Source: an optimization exercise on an open RTL-to-GDS flow (aim: small area). Production flows keep margins and buffers that such runs may drop.
Where RTL was checked, it was by simulation tests only, not by an equivalence proof against the original.
Power and IR drop assume default switching activity.

Design bms_module, start of the top module:
module bms_module (
    input  wire        clk,
    input  wire        rst,           
    input  wire        line_in,       
    output reg         line_out,      
    output reg         line_oe,
    input  wire [15:0] meas0,
    input  wire [15:0] meas1,
    input  wire [15:0] meas2,
    input  wire [15:0] meas3,
    input  wire [15:0] meas4,
    input  wire [31:0] ver_sw,
    input  wire [15:0] ver_hw,
    input  wire [31:0] ver_sn,
    output wire [7:0]  my_addr,
    output reg         cmd_valid,
    output wire [7:0]  cmd_addr,
    output wire [2:0]  cmd_op,
    output wire [10:0] cmd_arg,
    output wire        cmd_bcast
);
    localparam BCAST      = 8'hAA;
    localparam OP_GETDATA = 3'd0;
    localparam OP_SETADDR = 3'd1;
    localparam OP_SHUNTON = 3'd2;
    localparam OP_VERSION = 3'd3;
    localparam OP_RESV    = 3'd4;
    localparam OP_ADDRMODE= 3'd5;
    localparam H_IDLE = 2'd0;
    localparam H_WAIT = 2'd1;        
    localparam H_SEND = 2'd2;
    localparam T_GET = 2'd0;
    localparam T_VER = 2'd1;
    localparam T_FWD = 2'd2;
    reg        pol;
    reg        line_prev;
    wire       lvl = (line_in == pol);
    reg        rx_on;                 
    reg        tx_busy;
    reg  [3:0] clk_cnt;               
    reg  [3:0] bitc;                  
    reg  [1:0] hstate;
    wire clk_run  = rx_on | tx_busy;
    wire tick     = clk_run && (clk_cnt == 4'd1);
    wire rx_tick  = tick && !tx_busy;
    wire tx_tick  = tick && tx_busy;
    wire send_now = (hstate == H_SEND) && !tx_busy && !rx_on;
    wire edge_evt = line_prev && !lvl && !rx_on && !tx_busy && !send_now;
    wire b_start = (bitc == 4'd15);
    wire b_stop  = (bitc == 4'd8);
    wire b_data  = !bitc[3];
    reg [10:0] dw0, dw1;
    reg  [3:0] sy0, sy1;
    reg        pa0, pa1;
    reg        nz;
    reg  [2:0] rx_count;
    reg        rx_len4;
    reg        frame_complete;
    wire       cnt4   = rx_count[2];
  ...
Size: roughly 89 flip-flops, ~200 I/O pins, roughly 0.0058 mm2 of cells after synthesis.
Settings: LEC_CHECK=0, CAP_MARGIN=20, CORE_MARGIN=2, CORE_UTILIZATION=40, PLACE_DENSITY=0.6, SLEW_MARGIN=20, SYNTH_HIERARCHICAL=1; clock period 10.0 ns.
standard.sh (not shown) runs the stock make flow with config.mk's settings and CLKGATE_MAP_FILE= SYNTH_SCRIPT=/design/flow/synth_recipe.tcl, a recipe that flattens the netlist after the stock synthesis.
==> flow/flow/run.sh <==
#!/bin/bash
# The standard layout (standard synthesis, ORFS steps), with every port
# buffered by the smallest buffer instead of the default pick.
set -euo pipefail
export BUFFER_PORTS_ARGS="-buffer_cell sky130_fd_sc_hd__buf_1"
bash standard.sh > standard_flow.log 2>&1
Edit:
CTS_BUF_LIST = sky130_fd_sc_hd__clkbuf_8   (was not set)
Result: The new run completed with no timing, DRC or antenna violations. Die area stays the same. Clock power shrinks by about 25%. Wire length barely changes.
No run of this note included a check of the RTL's function; only the layout flow was run.

run A:
bms_module, a different RTL version from the one above (not shown whole).
For scale: roughly 82 flip-flops, ~200 I/O pins, about 5700 um^2 of cells after synthesis.
## bms_module
module bms_module (
    input  wire        clk,
    input  wire        rst,           
    input  wire        line_in,       
    output reg         line_out,      
    output reg         line_oe,
    input  wire [15:0] meas0,
    input  wire [15:0] meas1,
    input  wire [15:0] meas2,
    input  wire [15:0] meas3,
    input  wire [15:0] meas4,
    input  wire [31:0] ver_sw,
    input  wire [15:0] ver_hw,
    input  wire [31:0] ver_sn,
    output wire [7:0]  my_addr,
    output reg         cmd_valid,
    output wire [7:0]  cmd_addr,
    output wire [2:0]  cmd_op,
    output wire [10:0] cmd_arg,
    output wire        cmd_bcast
);
    localparam BCAST      = 8'hAA;
    localparam OP_GETDATA = 3'd0;
    localparam OP_SETADDR = 3'd1;
    localparam OP_SHUNTON = 3'd2;
    localparam OP_VERSION = 3'd3;
    localparam OP_RESV    = 3'd4;
    localparam OP_ADDRMODE= 3'd5;
    localparam T_GET = 2'd0;
    localparam T_VER = 2'd1;
    localparam T_FWD = 2'd2;
    reg        pol;
    reg        line_prev;
    wire       lvl = (line_in == pol);
    reg        rx_on;                 
    reg        tx_busy;
    reg  [3:0] clk_cnt;               
    reg  [3:0] bitc;                  
    reg        pend;                  
    wire clk_run  = rx_on | tx_busy;
    wire tick     = clk_run && (clk_cnt == 4'd15);
    wire rx_tick  = tick && !tx_busy;
    wire tx_tick  = tick && tx_busy;
    wire b_start = (bitc == 4'd15);
    wire b_stop  = (bitc == 4'd8);
    wire b_data  = !bitc[3];
    reg [10:0] dw0, dw1;
    reg  [3:0] sy0, sy1;
    reg        pa0, pa1;
    reg        nz;
    reg  [2:0] rx_count;
    reg        rx_len4;
  ...
export LEC_CHECK = 0
export CAP_MARGIN = 20
export CORE_MARGIN = 2
export CORE_UTILIZATION = 40
export CTS_BUF_LIST = sky130_fd_sc_hd__clkbuf_8
export CTS_CLUSTER_DIAMETER = 100
export CTS_CLUSTER_SIZE = 30
export PLACE_DENSITY = 0.6
export SLEW_MARGIN = 20
export SYNTH_HIERARCHICAL = 1
create_clock -name core_clock -period 10.0 [get_ports {clk}]
Scripts as last shown in full above: flow/flow/run.sh
Run A finished all stages; the layout is clean.
#### Input delta (run B over run A)
Settings: a deleted CTS_CLUSTER_DIAMETER that had been 100; a deleted CTS_CLUSTER_SIZE that had been 30.
==> flow/flow/run.sh <==
#!/bin/bash
# The standard layout (standard synthesis, ORFS steps), with every port
# buffered by the smallest buffer instead of the default pick, the
# synthesized gates taken down to their smallest drive strength after
# floorplan (later repair steps upsize where needed), and a clock tree
# without dummy loads.
set -euo pipefail
export BUFFER_PORTS_ARGS="-buffer_cell sky130_fd_sc_hd__buf_1"
export POST_FLOORPLAN_TCL="$PWD/flow/downsize.tcl"
export CTS_ARGS="-sink_clustering_enable -repair_clock_nets -buf_list sky130_fd_sc_hd__clkbuf_8 -dont_use_dummy_load"
bash standard.sh > standard_flow.log 2>&1
==> flow/flow/downsize.tcl (new file) <==
# Swap each combinational cell for the smallest cell of the same family
# (same name but the drive-strength suffix), e.g. nor4_2 -> nor4_1.
# Flip-flops are left alone; later repair steps upsize where needed.
set ds_count 0
set ds_saved 0.0
foreach inst [get_cells *] {
  set m [get_property $inst ref_name]
  if {![regexp {^(sky130_fd_sc_hd__[a-z0-9]+)_([0-9]+)$} $m -> base drv]} { continue }
  if {[regexp {^sky130_fd_sc_hd__(s?e?dfx|dfr|dfs|dfb|edf|sdf|sedf|dl|tap|fill|decap|conb|diode|clk)} $base]} { continue }
  set best $m
  set best_area [get_property [get_lib_cells */$m] area]
  foreach d {0 1 2} {
    set cand ${base}_$d
    set lc [get_lib_cells -quiet */$cand]
    if {$lc == ""} { continue }
    if {[get_property $lc dont_use]} { continue }
    set a [get_property $lc area]
    if {$a < $best_area} { set best $cand; set best_area $a }
  }
  if {$best != $m} {
    set old_area [get_property [get_lib_cells */$m] area]
    replace_cell $inst [get_lib_cells */$best]
    incr ds_count
    set ds_saved [expr {$ds_saved + $old_area - $best_area}]
  }
}
puts "downsize: $ds_count cells, [format %.1f $ds_saved] um2"
[summary]
Delta (run B minus run A): via count of the first global-routing pass went down 105; final cell count went down; post-detailed-route wirelength per cell fell by about 2.6%.
[inputs] run C vs run B
==> flow/flow/run.sh <==
#!/bin/bash
# The standard layout (standard synthesis, ORFS steps), with every port
# buffered by the smallest buffer instead of the default pick.
set -euo pipefail
export BUFFER_PORTS_ARGS="-buffer_cell sky130_fd_sc_hd__buf_1"
bash standard.sh > standard_flow.log 2>&1
removed: flow/flow/downsize.tcl
Results
The final reports for run C and run B show layout-stage area growth over the synthesis result higher in the former. Run B → run C: I/O pin count essentially unchanged, core utilization climbed 1.3 points, worst hold slack closely matched the old numbers, final area rose 180 um^2, detailed-route via count now larger. Run C finished all stages; the layout is clean. Run B has a higher sequential share of layout area than run C. From run B to run C the numbers moved as follows: setup slack of the critical path after layout went down by 96 ps; pin count of the biggest net entering global routing now larger. Summary — worst-case reg-to-reg path depth, run C relative to run B: lower, by 2. Mean routed wirelength per cell ends up higher on run C.
Edits applied to the flow inputs when going from run C to run D:
==> flow/flow/run.sh <==
#!/bin/bash
# The standard layout (standard synthesis, ORFS steps), with every port
# buffered by the smallest buffer instead of the default pick, and a clock
# tree without dummy loads.
set -euo pipefail
export BUFFER_PORTS_ARGS="-buffer_cell sky130_fd_sc_hd__buf_1"
export CTS_ARGS="-sink_clustering_enable -repair_clock_nets -buf_list sky130_fd_sc_hd__clkbuf_8 -dont_use_dummy_load"
bash standard.sh > standard_flow.log 2>&1
==> comparison <==
Run D vs. run C: number of global-route vias before repair held steady; met2 track demand over resource roughly the same; clock share of power shrank by 8.2 points; total wirelength of the detailed-routed design about even; minimum hold slack dropped 4.5 ps.
Higher logic gate share of total power among run D and run C: run D
Summary: power, run D better than run C
Run D and run C ended up with nearly the same global route total overflow.
In run D, sequential share of layout area is higher than in run C.
Post-layout minimum cycle time improves in run D relative to run C.
As far as number of sequential cells in the layout is concerned, run C and run D perform about the same.

[static timing again, ports no longer ideal]
In the flow no input, the clock included, has a driving cell. The finished layouts below were timed again as built, in two steps. Step 1 sets driving cells, clkbuf_16 on the clock port and buf_2 on the other inputs (assumed; they add their load-dependent delay and slew). Step 2, shift: input delay + t, output delay - t, t = (earliest + latest rising clock arrival at the registers) / 2. This alone moves slack from input paths to output paths. Three values: ideal, step 1, step 2; two values: the first two.
| run | t, ns | slack for setup (ns) | pins driven straight from the clock port |
|---|---|---|---|
| the first run of note 1 | 0.376 | 5.776 / 5.776 / 5.592 | 1 |
| the second run of note 1 | 0.393 | 5.771 / 5.771 / 5.615 | 1 |
| run A | 0.399 | 5.392 / 5.392 / 5.082 | 1 |
| run B | 0.388 | 5.488 / 5.488 / 5.119 | 1 |
| run C | 0.399 | 5.392 / 5.392 / 5.082 | 1 |
| run D | 0.391 | 5.414 / 5.414 / 5.112 | 1 |
After both steps setup and hold are still met in every run listed. For run B, which loses most, drivers alone change the setup slack by 0.000 ns; drivers and shift together by -0.369 ns.
